Context: an optimization exercise on an open-source flow, tuned for small area, a short achievable clock period and few clock cycles. The choices shown serve that exercise and are no tape-out recipe.
Only simulation tests tie the RTL to the original design; equivalence was not proved.
Power figures rest on the tool's default switching activity, not on a simulated workload.

==> design/flow/constraint.sdc <==
create_clock -name core_clock -period 8.0 [get_ports {clk}]
set_input_delay 1.6000 -clock core_clock [delete_from_list [all_inputs] [get_ports {clk}]]
set_output_delay 1.6000 -clock core_clock [all_outputs]
set_load 0.01 [all_outputs]
==> design/flow/design.v <==
module intdec (
    input  wire        clk,
    input  wire        rst,
    input  wire        start,
    input  wire [63:0] in_len,
    input  wire [63:0] out_cap,
    output wire        in_rd,
    output wire [12:0] in_raddr,
    input  wire [63:0] in_rdata,
    output reg         out_we,
    output reg  [15:0] out_addr,
    output reg  [63:0] out_wdata,
    output wire [13:0] status,
    output reg  [63:0] result_len,
    output reg  [63:0] err_info
);
    localparam [16:0] IN_MAX  = 17'd65536;
    localparam [16:0] OUT_MAX = 17'd65536;
    localparam [3:0] K_NONE = 4'd0, K_MLEN = 4'd1, K_SHORT = 4'd2,
                     K_VARINT = 4'd3, K_UNKNOWN = 4'd5, K_CAP = 4'd6,
                     K_RANGE = 4'd7;
    localparam [3:0] S_IDLE = 4'd0, S_CHK = 4'd1, S_HDR = 4'd2, S_DISP = 4'd3,
                     S_FIX = 4'd4, S_FIXD = 4'd5, S_PKCNT = 4'd6, S_PKCAP = 4'd7,
                     S_UNPK = 4'd8, S_VAR = 4'd9, S_RCAP = 4'd10, S_RFILL = 4'd11,
                     S_FIN = 4'd12;
    localparam [1:0] F_RAW = 2'd0, F_PKFIRST = 2'd1, F_PKWORD = 2'd2, F_RLEFIRST = 2'd3;
    reg        busy, done, st_err, st_empty;
    reg [3:0]  st_kind, st_nib;
    reg [1:0]  st_handler;
    assign status = {st_handler, st_nib, st_kind, st_empty, st_err, done, busy};
    reg [3:0]  state;
    reg [63:0] len;           
    reg [16:0] cap;           
    reg [16:0] pos;           
    reg [3:0]  nib;
    reg [1:0]  code;
    reg [63:0] wbuf;
    reg [12:0] wbuf_addr;
    reg        wbuf_valid;
    reg        rd_pend;
    reg [63:0] fld;
    reg [3:0]  bcnt;
    reg [1:0]  fpurpose;
    reg [63:0] acc;
    reg [63:0] delta;
    reg [64:0] nout;
    reg [16:0] idx;
    reg [12:0] mwords;        
    reg [12:0] wrem;          
    reg [59:0] uw;
    reg [3:0]  usel;
    reg [7:0]  ucnt;
    reg [63:0] vx;
    reg [3:0]  vi;
    reg        vfield;        
    reg [3:0]  f_kind;
    reg [63:0] f_info;
    reg        f_empty;
    wire [16:0] lp = len[16:0] - 17'd1;
    wire       hit = wbuf_valid && (wbuf_addr == pos[15:3]);
    wire [7:0] cur_byte = wbuf[63 - 8 * pos[2:0] -: 8];
    wire       need_byte = (state == S_HDR) || (state == S_FIX) || (state == S_PKCNT) ||
                           ((state == S_VAR) && (pos < len[16:0]) && (vi != 4'd10));
    assign in_rd    = need_byte && !hit && !rd_pend;
    assign in_raddr = pos[15:3];
    function [63:0] zigzag(input [63:0] w);
        zigzag = (w >> 1) ^ {64{w[0]}};
    endfunction
    function [7:0] s8b_count(input [3:0] sel);
        case (sel)
            4'd0:  s8b_count = 8'd240;
            4'd1:  s8b_count = 8'd120;
            4'd2:  s8b_count = 8'd60;
            4'd3:  s8b_count = 8'd30;
            4'd4:  s8b_count = 8'd20;
            4'd5:  s8b_count = 8'd15;
            4'd6:  s8b_count = 8'd12;
            4'd7:  s8b_count = 8'd10;
            4'd8:  s8b_count = 8'd8;
            4'd9:  s8b_count = 8'd7;
            4'd10: s8b_count = 8'd6;
            4'd11: s8b_count = 8'd5;
            4'd12: s8b_count = 8'd4;
            4'd13: s8b_count = 8'd3;
            4'd14: s8b_count = 8'd2;
            default: s8b_count = 8'd1;
        endcase
    endfunction
    function [5:0] s8b_bits(input [3:0] sel);
        case (sel)
            4'd0:  s8b_bits = 6'd0;
            4'd1:  s8b_bits = 6'd0;
            4'd2:  s8b_bits = 6'd1;
            4'd3:  s8b_bits = 6'd2;
            4'd4:  s8b_bits = 6'd3;
            4'd5:  s8b_bits = 6'd4;
            4'd6:  s8b_bits = 6'd5;
            4'd7:  s8b_bits = 6'd6;
            4'd8:  s8b_bits = 6'd7;
            4'd9:  s8b_bits = 6'd8;
            4'd10: s8b_bits = 6'd10;
            4'd11: s8b_bits = 6'd12;
            4'd12: s8b_bits = 6'd15;
            4'd13: s8b_bits = 6'd20;
            4'd14: s8b_bits = 6'd30;
            default: s8b_bits = 6'd60;
        endcase
    endfunction
    wire [5:0]  ubits  = s8b_bits(usel);
    wire [59:0] umask  = ~(60'hFFF_FFFF_FFFF_FFFF << ubits);
    wire [63:0] uval   = (usel < 4'd2) ? 64'd1 : {4'd0, uw & umask};
    wire [63:0] raw_acc  = acc + zigzag(fld);
    wire [63:0] unpk_acc = acc + zigzag(uval);
    wire [63:0] vpart    = {56'd0, 1'b0, cur_byte[6:0]} << (7 * vi);
    wire [63:0] vval     = vx | vpart;
    wire [64:0] cnt_plus = {1'b0, vval} + 65'd1;
    always @(posedge clk) begin
        if (rst) begin
            state      <= S_IDLE;
            busy       <= 1'b0;
            done       <= 1'b0;
            st_err     <= 1'b0;
            st_empty   <= 1'b0;
            st_kind    <= 4'd0;
            st_nib     <= 4'd0;
            st_handler <= 2'd0;
            result_len <= 64'd0;
            err_info   <= 64'd0;
            out_we     <= 1'b0;
            wbuf_valid <= 1'b0;
            rd_pend    <= 1'b0;
        end else begin
            out_we <= 1'b0;
            if (rd_pend) begin
                wbuf       <= in_rdata;
                wbuf_addr  <= pos[15:3];
                wbuf_valid <= 1'b1;
                rd_pend    <= 1'b0;
            end else if (in_rd) begin
                rd_pend    <= 1'b1;
            end
            case (state)
                S_IDLE: begin
                    if (start) begin
                        busy       <= 1'b1;
                        done       <= 1'b0;
                        st_err     <= 1'b0;
                        st_empty   <= 1'b0;
                        st_kind    <= 4'd0;
                        st_nib     <= 4'd0;
                        st_handler <= 2'd0;
                        result_len <= 64'd0;
                        err_info   <= 64'd0;
                        len        <= in_len;
                        cap        <= (out_cap > {47'd0, OUT_MAX}) ? OUT_MAX : out_cap[16:0];
                        code       <= 2'd0;
                        nib        <= 4'd0;
                        pos        <= 17'd0;
                        wbuf_valid <= 1'b0;
                        f_kind     <= K_NONE;
                        f_info     <= 64'd0;
                        f_empty    <= 1'b0;
                        nout       <= 65'd0;
                        state      <= S_CHK;
                    end
                end
                S_CHK: begin
                    if (len > {47'd0, IN_MAX}) begin
                        f_kind <= K_RANGE;
                        f_info <= len;
                        state  <= S_FIN;
                    end else if (len == 64'd0) begin
                        f_empty <= 1'b1;
                        state   <= S_FIN;
                    end else begin
                        state <= S_HDR;
                    end
                end
                S_HDR: begin
                    if (hit) begin
                        nib   <= cur_byte[7:4];
                        code  <= (cur_byte[7:4] <= 4'd2) ? cur_byte[5:4] : 2'd3;
                        pos   <= 17'd1;
                        state <= S_DISP;
                    end
                end
                S_DISP: begin
                    case (code)
                        2'd0: begin
                            if (lp[2:0] != 3'd0) begin
                                f_kind <= K_MLEN;
                                f_info <= {47'd0, lp};
                                state  <= S_FIN;
                            end else if ({3'd0, lp[16:3]} > cap) begin
                                f_kind <= K_CAP;
                                f_info <= {50'd0, lp[16:3]};
                                state  <= S_FIN;
                            end else if (lp == 17'd0) begin
                                state <= S_FIN;
                            end else begin
                                nout     <= {51'd0, lp[16:3]};
                                acc      <= 64'd0;
                                idx      <= 17'd0;
                                bcnt     <= 4'd0;
                                fpurpose <= F_RAW;
                                state    <= S_FIX;
                            end
                        end
                        2'd1: begin
                            if (lp < 17'd8) begin
                                f_kind <= K_SHORT;
                                f_info <= {47'd0, lp};
                                state  <= S_FIN;
                            end else begin
                                mwords <= lp[15:3] - 13'd1;
                                wrem   <= lp[15:3] - 13'd1;
                                nout   <= 65'd1;
                                pos    <= 17'd9;
                                state  <= (lp[15:3] == 13'd1) ? S_PKCAP : S_PKCNT;
                            end
                        end
                        2'd2: begin
                            if (lp < 17'd8) begin
                                f_kind <= K_SHORT;
                                f_info <= {47'd0, lp};
                                state  <= S_FIN;
                            end else begin
                                bcnt     <= 4'd0;
                                fpurpose <= F_RLEFIRST;
                                state    <= S_FIX;
                            end
                        end
                        default: begin
                            f_kind <= K_UNKNOWN;
                            f_info <= {60'd0, nib};
                            state  <= S_FIN;
                        end
                    endcase
                end
                S_FIX: begin
                    if (hit) begin
                        fld  <= {fld[55:0], cur_byte};
                        pos  <= pos + 17'd1;
                        bcnt <= bcnt + 4'd1;
                        if (bcnt == 4'd7)
                            state <= S_FIXD;
                    end
                end
                S_FIXD: begin
                    bcnt <= 4'd0;
                    case (fpurpose)
                        F_RAW: begin
                            acc       <= raw_acc;
                            out_we    <= 1'b1;
                            out_addr  <= idx[15:0];
                            out_wdata <= raw_acc;
                            idx       <= idx + 17'd1;
                            if ({48'd0, idx + 17'd1} == nout)
                                state <= S_FIN;
                            else
                                state <= S_FIX;
                        end
                        F_PKFIRST: begin
                            acc       <= zigzag(fld);
                            out_we    <= 1'b1;
                            out_addr  <= 16'd0;
                            out_wdata <= zigzag(fld);
                            idx       <= 17'd1;
                            wrem      <= mwords;
                            fpurpose  <= F_PKWORD;
                            if (mwords == 13'd0)
                                state <= S_FIN;
                            else
                                state <= S_FIX;
                        end
                        F_PKWORD: begin
                            usel  <= fld[63:60];
                            uw    <= fld[59:0];
                            ucnt  <= s8b_count(fld[63:60]);
                            state <= S_UNPK;
                        end
                        default: begin  
                            acc    <= zigzag(fld);
                            vx     <= 64'd0;
                            vi     <= 4'd0;
                            vfield <= 1'b0;
                            state  <= S_VAR;
                        end
                    endcase
                end
                S_PKCNT: begin
                    if (hit) begin
                        nout <= nout + {57'd0, s8b_count(cur_byte[7:4])};
                        pos  <= pos + 17'd8;
                        wrem <= wrem - 13'd1;
                        if (wrem == 13'd1)
                            state <= S_PKCAP;
                    end
                end
                S_PKCAP: begin
                    if (nout > {48'd0, cap}) begin
                        f_kind <= K_CAP;
                        f_info <= nout[63:0];
                        state  <= S_FIN;
                    end else begin
                        pos      <= 17'd1;
                        bcnt     <= 4'd0;
                        fpurpose <= F_PKFIRST;
                        state    <= S_FIX;
                    end
                end
                S_UNPK: begin
                    acc       <= unpk_acc;
                    out_we    <= 1'b1;
                    out_addr  <= idx[15:0];
                    out_wdata <= unpk_acc;
                    idx       <= idx + 17'd1;
                    uw        <= uw >> ubits;
                    ucnt      <= ucnt - 8'd1;
                    if (ucnt == 8'd1) begin
                        wrem <= wrem - 13'd1;
                        if (wrem == 13'd1)
                            state <= S_FIN;
                        else
                            state <= S_FIX;
                    end
                end
                S_VAR: begin
                    if (pos >= len[16:0] || vi == 4'd10) begin
                        f_kind <= K_VARINT;
                        f_info <= {63'd0, vfield};
                        state  <= S_FIN;
                    end else if (hit) begin
                        if (!cur_byte[7]) begin
                            if (vi == 4'd9 && cur_byte > 8'd1) begin
                                f_kind <= K_VARINT;
                                f_info <= {63'd0, vfield};
                                state  <= S_FIN;
                            end else begin
                                pos <= pos + 17'd1;
                                vx  <= 64'd0;
                                vi  <= 4'd0;
                                if (!vfield) begin
                                    delta  <= zigzag(vval);
                                    vfield <= 1'b1;
                                end else begin
                                    nout  <= cnt_plus;
                                    state <= S_RCAP;
                                end
                            end
                        end else begin
                            vx  <= vval;
                            vi  <= vi + 4'd1;
                            pos <= pos + 17'd1;
                        end
                    end
                end
                S_RCAP: begin
                    if (nout > {48'd0, cap}) begin
                        f_kind <= K_CAP;
                        f_info <= nout[64] ? 64'hFFFF_FFFF_FFFF_FFFF : nout[63:0];
                        state  <= S_FIN;
                    end else begin
                        idx   <= 17'd0;
                        state <= S_RFILL;
                    end
                end
                S_RFILL: begin
                    out_we    <= 1'b1;
                    out_addr  <= idx[15:0];
                    out_wdata <= acc;
                    acc       <= acc + delta;
                    idx       <= idx + 17'd1;
                    if ({48'd0, idx + 17'd1} == nout)
                        state <= S_FIN;
                end
                S_FIN: begin
                    busy       <= 1'b0;
                    done       <= 1'b1;
                    st_kind    <= f_kind;
                    st_err     <= (f_kind != K_NONE);
                    st_empty   <= f_empty;
                    st_nib     <= (f_kind == K_UNKNOWN) ? nib : 4'd0;
                    st_handler <= (f_kind == K_RANGE) ? 2'd0 : code;
                    result_len <= (f_kind == K_NONE) ? nout[63:0] : 64'd0;
                    err_info   <= f_info;
                    state      <= S_IDLE;
                end
                default: state <= S_IDLE;
            endcase
        end
    end
endmodule
==> design/flow/run.sh <==
#!/bin/bash
# synth_recipe.tcl (not shown) runs the flow's synth.tcl, then flattens the netlist and writes it again
# the make line also repeats each setting of config.mk as NAME=value (left out here)
make -C /OpenROAD-flow-scripts/flow DESIGN_CONFIG=/design/flow/config.mk WORK_HOME=/design/flow/orfs CLKGATE_MAP_FILE= SYNTH_SCRIPT=/design/flow/synth_recipe.tcl finish
==> design/flow/config.mk <==
export PLATFORM = sky130hd
export DESIGN_NAME = intdec
export DESIGN_NICKNAME = intdec
export VERILOG_FILES = /design/flow/design.v
export SDC_FILE = /design/flow/constraint.sdc
export NUM_CORES = 4
export LEC_CHECK = 0
export CAP_MARGIN = 20
export CORE_MARGIN = 2
export CORE_UTILIZATION = 40
export SLEW_MARGIN = 20
==> summary.md <==
| Metric | Value |
|---|---|
| Status | `finished clean` |
| Clk latency of the worst-skew pair | `slightly above 0.8 ns` |
| Pre-CTS WS | `between 1 and 1.5 ns` |
| CP cell instances | `inv_1 > ha_1 > nor2b_1 > a221oi_1 > o32ai_4 > inv_1 > ha_1 > nand2_1 > o21ai_0 > inv_1 > fa_1 > nor2b_1 > o21ai_0 > a21boi_0 > o21ai_0 > a21boi_0 > o21a_1 > o21ai_1 > nor3_1 > nand3_1 > xor2_1 > o22ai_1` |
| Area occupied by multi-input gates | `~0.032 mm^2` |
| RSZ-0062 raised after global routing | `false` |
| Rows | `between 100 and 150` |
| Post-DRT Antenna Nets | `0` |
| Clock sink total | `~940` |
| First DRT Iteration DRCs | `about 6,300` |
| Synth warn | `1` |
| Synth unique cells | `just over 100` |
| H-tree levels | `3` |
| Height of the chip | `around 400 um` |
| Synth-to-Final Area Change | `16.4%` |
| Io pins | `approximately 430` |
| Synthesized area | `between 0.06 and 0.07 mm^2` |
| Post-synth EDFFs | `slightly below 800` |
| Core area | `~0.15 mm^2` |
| Number of diodes | `0` |
| Pleak | `between 0.02 and 0.03 uW` |
| Sequential fraction of the synthesis area | `0.438` |
| Synthesized area per cell | `around 9.5 um^2` |
| Final Hold Viols | `0` |
| Via-per-instance ratio | `approximately 6` |
| Commonest non-fill, non-tap cell in the layout | `nand2_1` |
| Fin Hold WS | `around 0.47 ns` |
| Post-DR wirelength/cell | `26.6 um` |
| Clock buffer depth | `3` |
| Via count of the first global-routing pass | `between 50,000 and 60,000` |
| Final wirelength | `232,000 um` |
| Post-route clock period utilization | `0.838` |
| Worst-Margin Slew | `1.13 ns` |
| Final HPWL DP | `approximately 170,000 um` |
| Syn_nets | `between 6,000 and 7,000` |
| Most used DFF post-synth | `edfxtp_1` |
| Fin cells | `about 9,000` |
| Root Buffer | `clkbuf_16` |
| Initial antenna violation count | `5` |
| Worst setup EP type | `register` |
| Post-synth top area share | `0.384` |
| Placed Cells | `8,546` |
| Peak supply drop | `about 0.24 mV` |
| Global-route wire length before repair | `approximately 340,000 um` |
| Pin count of the biggest net entering global routing | `100` |
| Die area | `around 0.15 mm^2` |
| Critical-path top delay cell | `o32ai_4` |
| Initial Util | `0.404` |
| Commonest cells after routing, fill and taps aside | `nand2_1 (847), edfxtp_1 (776), nor2_1 (532)` |
| Cts repair resizes | `0` |
| Data arrival, critical path | `7.19 ns` |
| Final Max Slew Viols | `0` |
| CTS Hold Buffers Added | `0` |
| Port bufs | `430` |
| Max cap viols | `0` |
| Asr flop ratio synth | `0` |
| CP Launch Type | `register` |
| Initial DRT Pass Iterations | `8` |
| FF+latch area | `around 0.027 mm^2` |
| Fin nets | `around 7,000` |
| Min Clock Period, post-route | `around 6.7 ns` |
| Yosys reg bits | `approximately 940` |
| CP max stage delay | `between 0.7 and 0.8 ns` |
| Ratio of cells with drive above 1 in the final layout | `0.0636` |
| DRC | `0` |
| Total number of vias | `approximately 53,000` |
| WP data required | `~8.5 ns` |
| CTS Buf Count | `between 100 and 150` |
| Grt total ovfl | `0` |
| Finish-stage setup viols | `0` |
| Setup CP Type | `reg2reg` |
| Fillcell total | `between 10,000 and 15,000` |
| Final GP Congestion | `1.02` |
| Clk slew on worst S/H paths | `approximately 0.060 ns` |
| FMAX | `~0.15 GHz` |
| Setup Fix Bufs, Post-CTS | `0` |
| Setup TNS | `0 ns` |
| Worst Path Max Fanout | `19` |
| Hold crit path type | `reg2reg` |
| Yosys top cell by area | `edfxtp_1` |
| Final Cell Area | `~0.071 mm^2` |
| Placed cell areas | `roughly 0.067 mm^2` |
| Top area cells in the synthesized netlist | `edfxtp_1 (38%), ha_1 (5.8%), xnor2_1 (5.5%)` |
| Setup ws final | `roughly 1.3 ns` |
| Clock Skew | `0.105 ns` |
| Total GRT Usage | `0.288` |
| TritonCTS clock tree | `built` |
| Pwr Density | `279 mW/mm^2` |
| Die W | `~390 um` |
| Synthesized instance count | `roughly 6,400` |
| Slew headroom | `0.244` |
[Yosys cell counts (all sizes together), types with 13 or more instances]
master	number
a22oi	118
dfxtp	162
mux2i	83
o2111ai	15
o211ai	80
o22ai	61
xnor2	384
buf	74
or3	32
clkbuf	335
nor3	118
ha	281
inv	168
a221o	26
a21oi	485
nor2b	38
nand3	203
nand2b	40
o221ai	55
a221oi	38
edfxtp	776
o21a	58
and2	51
nor2	546
o21bai	45
mux4	48
a211oi	46
xor2	191
o21ai	349
or2	14
a21o	119
a21boi	13
a22o	23
nand2	852
mux2	15
a222oi	16
nor4	84
and3	42
nand4	98
a31oi	49
[per-layer routing]
metal | vias to the layer above | GRT usage | wire length [um]
met5 | - | 0 | 13
met4 | 2 | 0.118 | 10500
met3 | 439 | 0.0429 | 18600
met2 | 2545 | 0.462 | 106000
met1 | 26000 | 0.390 | 97000
li1 | 24100 | - | -
[report_power, final]
| group | switching (uW) | internal [uW] |
|---|---|---|
| Combinational | 4670 | 2650 |
| Clock | 2230 | 2890 |
| Sequential | 972 | 6310 |
| Total | 7880 | 11900 |
[final timing paths]
check | start | end | slack [ns] | cells past startpoint
max | pos[1] | nout[46] | 1.29 | 22
min | err_info[55] | err_info[55] | 0.47 | 2
max reg2reg | pos[1] | nout[46] | 1.29 | 22
min reg2reg | err_info[55] | err_info[55] | 0.47 | 2
[sequential cells by signal, summed over array words and instances (netlist names), 6 cells and up, named ones only]
name / flops
uw: 60
out_wdata: 64
ubits: 6
wbuf: 64
result_len: 64
nout: 65
wrem: 13
fld: 64
delta: 64
ucnt: 8
idx: 17
len: 64
out_addr: 16
wbuf_addr: 13
cap: 17
mwords: 13
f_info: 64
acc: 64
err_info: 64
vx: 64
pos: 17
[stage by stage]
stage	total power, uW	util
after floorplan	11700	-
after global placement	14500	0.446
after detailed placement	14500	0.446
after CTS	19600	0.470
after global routing	20600	0.470
final	19700	0.470
[final cells by class]
cell class,instances,area share
Multi-Input combinational cell,4894,0.456
Sequential cell,938,0.376
Timing Repair Buffer,530,0.0720
Clock buffer,149,0.0423
Tap cell,2016,0.0357
Clock inverter,51,0.00924
Inverter,169,0.00901
[worst max-delay path: cells and delay by family (launching register included)]
| kind | cells | cell delay, ns |
|---|---|---|
| xor gates and xnor gates | 1 | 0.16 |
| AOI/OAI and AO/OA | 10 | 2.36 |
| DFF | 1 | 0.50 |
| and+or+nand+nor | 5 | 1.59 |
| buffers and inverters | 3 | 0.46 |
| adders and majority gates | 3 | 1.38 |
[cell families after synthesis]
logic type	count (synthesis)	synth area share
AND/OR/NAND/NOR	2174	0.164
flip-flops	938	0.438
AO/OA/AOI/OAI	1712	0.183
multiplexers	146	0.0344
buffers and inverters	578	0.0375
XOR/XNOR	576	0.0836
other	1	0.0000618
adder cells (fa/ha/maj)	285	0.0593
Testbench counts, summed over its fixed seeds: cycles 87,845.

[what the ideal ports hide]
The flow's constraints put no driver on any port. The routed layout listed below was extracted and timed again, unchanged, in two steps.
Step 1: set_driving_cell puts a clkbuf_16 on clk and a buf_2 on each other input, an assumption about the parent block.
Step 2 moves the port delays by t, midway between the first and last clock arrival at a register: inputs arrive t later, outputs are due t later. That takes back most of the time a late clock gives input paths.
a / b / c = ideal / step 1 / step 2; a / b = the first two.
t (ns): 0.845
setup slack, ns: 1.293 / 1.293 / 1.293
slew at the worst register clock pin (ns): 0.07 / 0.07
worst data-port slew with drivers (ns): 0.09
pins driven straight from the clock port: 1
After both steps setup and hold are still met in this run. The setup slack of this run moves by 0.000 ns with the drivers and by 0.000 ns with both steps.
